Context: an optimization exercise on an open-source flow, tuned for small area, a short achievable clock period and few clock cycles per item. The choices shown serve that exercise and are no tape-out recipe. The RTL was checked by simulation tests, not by an equivalence proof against the original design. Power figures rest on the tool's default switching activity, not on a simulated workload.

**flow/config.mk**
```make
export PLATFORM = sky130hd
export DESIGN_NAME = b58_encode
export DESIGN_NICKNAME = b58_encode
export VERILOG_FILES = /design/flow/design.v
export SDC_FILE = /design/flow/constraint.sdc
export NUM_CORES = 4
export LEC_CHECK = 0
export CAP_MARGIN = 20
export CORE_MARGIN = 2
export CORE_UTILIZATION = 40
export SLEW_MARGIN = 20
```
**flow/constraint.sdc**
```tcl
create_clock -name core_clock -period 12.0 [get_ports {clk}]
set_input_delay 2.4000 -clock core_clock [delete_from_list [all_inputs] [get_ports {clk}]]
set_output_delay 2.4000 -clock core_clock [all_outputs]
set_load 0.01 [all_outputs]
```
**flow/design.v**
```verilog
module b58_encode (
    input  wire         clk,
    input  wire         rst,
    input  wire         in_valid,
    output wire         in_ready,
    input  wire [5:0]   in_len,
    input  wire [255:0] in_data,
    output wire         out_valid,
    input  wire         out_ready,
    output wire [7:0]   out_char,
    output wire         out_last
);
    localparam integer N  = 45;           
    localparam integer K  = 4;            
    localparam integer SB = 8 / K;        
    localparam integer SW = 7;               
    function [7:0] alphabet;
        input [5:0] d;
        begin
            if (d < 6'd9)       alphabet = 8'h31 + {2'b00, d};           
            else if (d < 6'd17) alphabet = 8'h41 + {2'b00, d} - 8'd9;    
            else if (d < 6'd22) alphabet = 8'h4A + {2'b00, d} - 8'd17;   
            else if (d < 6'd33) alphabet = 8'h50 + {2'b00, d} - 8'd22;   
            else if (d < 6'd44) alphabet = 8'h61 + {2'b00, d} - 8'd33;   
            else                alphabet = 8'h6D + {2'b00, d} - 8'd44;   
        end
    endfunction
    reg [6*N-1:0] d;
    reg [SW-1:0] s;          
    reg          bdone;      
    reg [5:0]    bz;         
    reg          bnz;        
    reg          rdy;        
    reg          a_act;
    reg [5:0]    bnd;        
    reg [5:0]    ones;       
    reg          started;    
    reg          ov, sv;
    reg [7:0]    oc, sc;
    reg          ol, sl;
    assign in_ready  = rdy;
    assign out_valid = ov;
    assign out_char  = oc;
    assign out_last  = ol;
    wire [SW-1:0] last = (in_len == 6'd0) ? {SW{1'b0}} : {in_len - 6'd1, {(SW-6){1'b1}}};
    wire          bfree = (bnd == N[5:0]);
    wire          en = !bdone && (bfree || ({1'b0, s} + 2 <= {1'b0, bnd}));
    wire [K-1:0]  chunk = (in_len == 6'd0) ? {K{1'b0}} :
                          in_data[K * (s ^ (SB - 1)) +: K];
    wire [5:0]    top = d[6*(N-1) +: 6];
    wire          space = !sv;
    wire          anyd  = (bnd != N[5:0]);
    wire          skip  = anyd && !started && (top == 6'd0);
    wire          emitd = anyd && (ones == 6'd0) && !skip && space;
    wire          shift = skip || emitd;
    wire          emit1 = a_act && (ones != 6'd0) && space;
    wire          emitt = a_act && !anyd && (ones == 6'd0) && space;
    wire          prod  = emit1 || emitd || emitt;
    wire [7:0]    pc    = emit1 ? 8'h31 : emitd ? alphabet(top) : 8'h00;
    wire          pl    = emitt;
    wire          xfer  = bdone && !a_act;
    reg [6*N-1:0] dab;
    reg [5:0]     cur;
    reg           cin, co;
    integer p, k;
    always @* begin
        dab = (s == {SW{1'b0}}) ? {6*N{1'b0}} : d;
        for (k = K - 1; k >= 0; k = k - 1) begin
            cin = chunk[k];
            for (p = 0; p < N; p = p + 1) begin
                cur = dab[6*p +: 6];
                co  = (cur >= 6'd29);
                cur = co ? cur - 6'd29 : cur;
                dab[6*p +: 6] = {cur[4:0], cin};
                cin = co;
            end
        end
    end
    reg [6*N-1:0] dn;
    always @* begin
        for (p = 0; p < N; p = p + 1) begin
            if (p >= bnd) begin
                if (shift)
                    dn[6*p +: 6] = (p == 0) ? 6'd0 : d[6*(p-1) +: 6];
                else
                    dn[6*p +: 6] = d[6*p +: 6];
            end else begin
                dn[6*p +: 6] = en ? dab[6*p +: 6] : d[6*p +: 6];
            end
        end
    end
    wire [SW-1:0] s_step = s + 1'b1;
    wire          fin    = rdy;                  
    reg  [SW-1:0] s_n;
    reg           bdone_n;
    reg  [5:0]    bnd_n;
    always @* begin
        if (!in_valid || fin)
            s_n = {SW{1'b0}};
        else if (en)
            s_n = s_step;
        else
            s_n = s;
        if (fin)
            bdone_n = 1'b1;
        else if (xfer)
            bdone_n = 1'b0;
        else
            bdone_n = bdone;
        if (xfer)
            bnd_n = 6'd0;
        else if (shift)
            bnd_n = bnd + 6'd1;
        else
            bnd_n = bnd;
    end
    wire en_n  = !bdone_n && ((bnd_n == N[5:0]) || ({1'b0, s_n} + 2 <= {1'b0, bnd_n}));
    wire rdy_n = in_valid && !fin && en_n && (s_n == last);
    wire          s0    = (s == {SW{1'b0}});
    wire          nz_n  = (s0 ? 1'b0 : bnz) || (chunk != {K{1'b0}});
    wire          bend  = (s[SW-7:0] == {(SW-6){1'b1}}) || (SB == 1);    
    wire [5:0]    bz_b  = s0 ? 6'd0 : bz;
    always @(posedge clk) begin
        d <= dn;
        if (rst) begin
            s <= {SW{1'b0}};
            bdone <= 1'b0;
            rdy <= 1'b0;
            bz <= 6'd0;
            bnz <= 1'b0;
            a_act <= 1'b0;
            bnd <= N[5:0];
            ones <= 6'd0;
            started <= 1'b0;
            ov <= 1'b0;
            sv <= 1'b0;
        end else begin
            s <= s_n;
            bdone <= bdone_n;
            rdy <= rdy_n;
            if (en && !(!in_valid)) begin
                bnz <= nz_n;
                bz  <= (bend && !nz_n && in_len != 6'd0) ? bz_b + 6'd1 : bz_b;
            end
            if (xfer) begin
                a_act <= 1'b1;
                ones <= bz;
                started <= 1'b0;
            end else begin
                if (emit1) ones <= ones - 6'd1;
                if (emitd) started <= 1'b1;
                if (emitt) a_act <= 1'b0;
            end
            bnd <= bnd_n;
            if (!ov || out_ready) begin
                if (sv) begin
                    ov <= 1'b1; oc <= sc; ol <= sl;
                    sv <= 1'b0;
                end else begin
                    ov <= prod; oc <= pc; ol <= pl;
                end
            end else if (prod) begin
                sv <= 1'b1; sc <= pc; sl <= pl;
            end
        end
    end
endmodule
```
**flow/run.sh**
```bash
#!/bin/bash
# synth_recipe.tcl (not shown) runs the flow's synth.tcl, then flattens the netlist and writes it again
# the make line also repeats each setting of config.mk as NAME=value (left out here)
make -C /OpenROAD-flow-scripts/flow DESIGN_CONFIG=/design/flow/config.mk WORK_HOME=/design/flow/orfs CLKGATE_MAP_FILE= SYNTH_SCRIPT=/design/flow/synth_recipe.tcl finish
```
==> impl_metrics.py <==
metrics = {
    "route": {
        "vias": 48675,
        "ant_nets": 0,
        "drt_iter0_drc": 3892,
        "wl_per_cell_um": 18.2,
        "drt_wl_total_mm": 150,
        "drc": 0,
        "viasPerCell": 5.91,
        "first_pass_iters": 6,
    },
    "cts": {
        "postCtsHoldBufs": 0,
        "clkSinkCount": 320,
        "cts_setup_buffers": 0,
        "post_cts_resized": 0,
        "cts_buffers": 41,
        "cts_tree": "done",
        "clk_latency_ns": 0.59,
        "htreeDepth": 2,
        "clockBufferDepth": 3,
        "cts_root_buffer": "clkbuf_16",
        "clkTransAtPathRegs_ns": 0.06,
    },
    "floorplanning": {
        "dieArea_mm2": 0.129,
        "pin_count": 277,
        "rows": 130,
        "coreArea_mm2": 0.126,
        "die_y_um": 360,
        "start_util_pct": 40.3,
        "chipWidth_um": 360,
    },
    "sta": {
        "finalCritPeriodShare_pct": 73.8,
        "fin_skew_ns": 0.0193,
        "fmax_mhz": 113,
        "setup_slack_ns": 3.14,
        "max_slew_margin_pct": 27.4,
        "hold_viol_final": 0,
        "rsz0062_at_grt": "false",
        "fin_setup_tns_ns": 0,
        "maxSlewViolCount": 0,
        "setup_violations": 0,
        "tightest_slew_ns": 1.09,
        "timing.final.crit_period_ns": 8.86,
    },
    "critical_path": {
        "r2r_start": "s[1]",
        "path_class": "flop to flop",
        "crit_fanout": 57,
        "max_stage_delay_ns": 0.67,
        "arrival_ns": 9.15,
        "critPathMostFrequentCell": "ha_1",
        "r2r_cells": 30,
        "cp.required_ns": 12.29,
        "critPathLaunchType": "flop",
        "end_kind": "flop",
        "reg2reg_slack_ns": 3.14,
        "timing.rr.end": "d[128]",
        "crit_family": "simple AND/OR/NAND/NOR gates",
        "path_buf_inv": 6,
        "cp_num_cells": 30,
        "worst_path_max_delay_cell": "o41ai_2",
    },
    "global_routing": {
        "gr-total-overflow": 0,
        "antenna_found_initial": 1,
        "grt_pass1_wl_mm": 241,
        "grt_pass1_vias": 45746,
        "grt.total_usage_pct": 22.1,
        "grt_max_degree": 81,
    },
    "yosys": {
        "synth_edf_count": 288,
        "syn_area_per_cell_um2": 7.86,
        "seq_area_frac_synth_pct": 18.4,
        "synth_fp_nets": 7093,
        "ys.flop_type": "edfxtp_1",
        "syn_inst": 6439,
        "netlist_area_mm2": 0.0506,
        "synthArstFlopShare_pct": 0,
        "yosysWarnings": 1,
        "ys_types": 130,
        "synth-seq-cells": 320,
    },
    "placed_design": {
        "pre_cts_slack_ns": 3.19,
        "dpl.hpwl_mm": 115,
        "placed_area_mm2": 0.0546,
        "io_buffers": 276,
        "finalWeightedCongestion": 0.912,
    },
    "job": {
        "maxCapViolCount": 0,
    },
    "worst_hold_path": {
        "hold_end": "started",
        "hp-class": "flop to flop",
        "min_from": "started",
        "hold_path_depth": 2,
    },
    "finish": {
        "fin_nets": 7205,
        "area_delta_synth_final_pct": 10.6,
        "fin_util_pct": 44.6,
        "drive_above_1_share_pct": 7.89,
        "n_antenna_cell": 0,
        "design_area_mm2": 0.0560,
    },
    "power_and_ir_drop": {
        "power.switching_mw": 3.22,
        "power_density_mw_per_mm2": 123,
        "ir_worst_vdd_uv": 174,
        "clock_power_share_pct": 18.6,
        "power_mw": 6.91,
        "seqPwrFrac_pct": 29.6,
        "power_frac_comb_pct": 51.8,
        "p_int_mw": 3.69,
        "leakage_nw": 21.6,
        "swShare_pct": 46.6,
    },
    "status": {
        "outcome": "timing/DRC/antenna clean",
    },
}
==> sequential cells by signal (all words and copies together) (netlist names) <==
register and flops:
a_act 1, bz 6, ov 1, ol 1, sl 1, d 270
bnz 1, rdy 1, oc 8, started 1, sv 1, ones 6
sc 8, s 7, bdone 1, bnd 6
==> synth_stat cells (32+ instances only) <==
master,count,area (um2)
nand2_1,625,2350
nor2_1,561,2110
a21oi_1,411,2060
inv_1,406,1520
o21ai_0,393,1970
ha_1,388,4850
edfxtp_1,288,8650
xnor2_1,286,2500
mux2i_1,259,2590
nand2b_1,183,1140
clkbuf_1,150,563
nor3_1,145,726
nand3_1,127,636
nor2b_1,125,782
and2_1,118,738
mux2_2,118,1330
a31oi_1,90,563
and3_1,89,557
o31ai_1,76,571
a211oi_1,74,556
o211ai_1,72,541
a21o_1,68,510
o21a_1,66,495
or3_1,65,407
xor2_1,56,490
buf_2,55,275
mux4_2,52,1170
nand3b_1,52,390
nor3b_1,50,375
or2_2,47,294
o21ai_1,46,230
a41oi_1,41,359
a211o_1,37,324
nand4_1,35,219
a221oi_1,32,280
dfxtp_1,32,641
==> area by class of cell <==
class	count	area (um2)
inverter	426	1600
multi-input combinational	5438	38500
fill	12512	69600
clock buffer	49	1100
timing repair buffer	324	3140
sequential	320	9300
clock inverter	25	260
tap	1650	2060
==> cell families (layout without fill, tap and decap cells) <==
family	Yosys count	after routing	synth area share [%]
flops	320	320	18.4
xor+xnor	344	344	5.98
simple gates	2377	2377	23.8
mux	434	434	10.2
buf+inv	681	824	5.60
fa+ha+maj	389	389	9.61
compound gates	1894	1894	26.5
==> worst max path at each step <==
stage / from / slack, ns / endpoint
final: s[1] / 3.14 / d[128]
after global placement: s[0] / 3.43 / d[128]
after floorplan: s[0] / 2.44 / d[136]
after detailed placement: s[0] / 3.19 / d[128]
after CTS: s[0] / 3.16 / d[128]
after global routing: s[0] / 2.31 / d[128]
==> metal layers <==
metal	track usage [%]	up-vias	part of all wire [%]
met4	5.03	0	1.9
met5	0	-	0
met3	1.95	167	4.6
met2	37.3	1108	46
met1	30.4	23272	47
li1	-	24128	-
==> worst reg2reg max path: cells and delay by family, from the launching register on <==
kind	cells	cell delay (ns)
AND/OR/NAND/NOR	9	2.43
multiplexers	1	0.19
adder cells (fa/ha/maj)	5	1.28
AO/OA/AOI/OAI	6	1.64
XOR/XNOR	3	0.92
buffers and inverters	6	1.77
flip-flops	1	0.31
==> power by group through the flow <==
stage	sequential [mW]	clock, mW	combinational [mW]
5_1_grt	2.10	1.34	3.96
6_report	2.05	1.28	3.58
3_3_place_gp	2.06	0	3.50
4_1_cts	2.04	1.30	3.55
3_5_place_dp	2.05	0	3.53
2_1_floorplan	1.80	0	2.71
==> stage by stage <==
stage,instances,hold slack [ns]
after global placement,8158,0.487
after detailed placement,8158,0.495
final,8232,0.506
after floorplan,6439,0.466
after global routing,8232,0.543
after CTS,8232,0.511
==> placed cells by master (no fill, tap or decap), types with 47 or more instances in the layout <==
master           instances
edfxtp_1               288
nor2_1                 560
xnor2_1                286
o21a_1                  66
o211ai_1                72
nand3b_1                52
and2_1                 118
mux4_2                  52
a211oi_1                74
o21ai_1                 50
nand2b_1               183
a31oi_1                 90
nor3b_1                 50
ha_1                   388
nor2b_1                125
buf_4                   47
or2_2                   47
o21ai_0                389
nor3_1                 144
mux2i_1                259
xor2_1                  56
o31ai_1                 76
a21o_1                  68
or3_1                   65
and3_1                  89
inv_1                  406
nand3_1                127
nand2_1                624
a21oi_1                409
clkdlybuf4s50_1        276
mux2_2                 118
Testbench counts, summed over its fixed seeds: cycles 11,598, items 192.

## static timing again, ports no longer ideal
Ports are ideal in the flow. The routed layout listed here was re-timed in OpenROAD. Step 1 assumes that a clkbuf_16 drives the clock port and a buf_2 every other input. Step 2 times the ports against the registers' clock, not the clock port: input delays grow and output delays shrink by t, the midpoint of the rising clock arrivals with the driver on. Slacks: no drivers / after step 1 / after step 2; pairs: no drivers / after step 1.
t (ns): 0.661
setup WS [ns]: 3.142 / 3.142 / 3.142
worst setup path at the end: register to register
slew at the worst register clock pin (ns): 0.06 / 0.06
worst data-port slew with drivers (ns): 0.21
After both steps this run still meets setup and hold. The setup slack of this run moves by 0.000 ns with the drivers and by 0.000 ns with both steps.
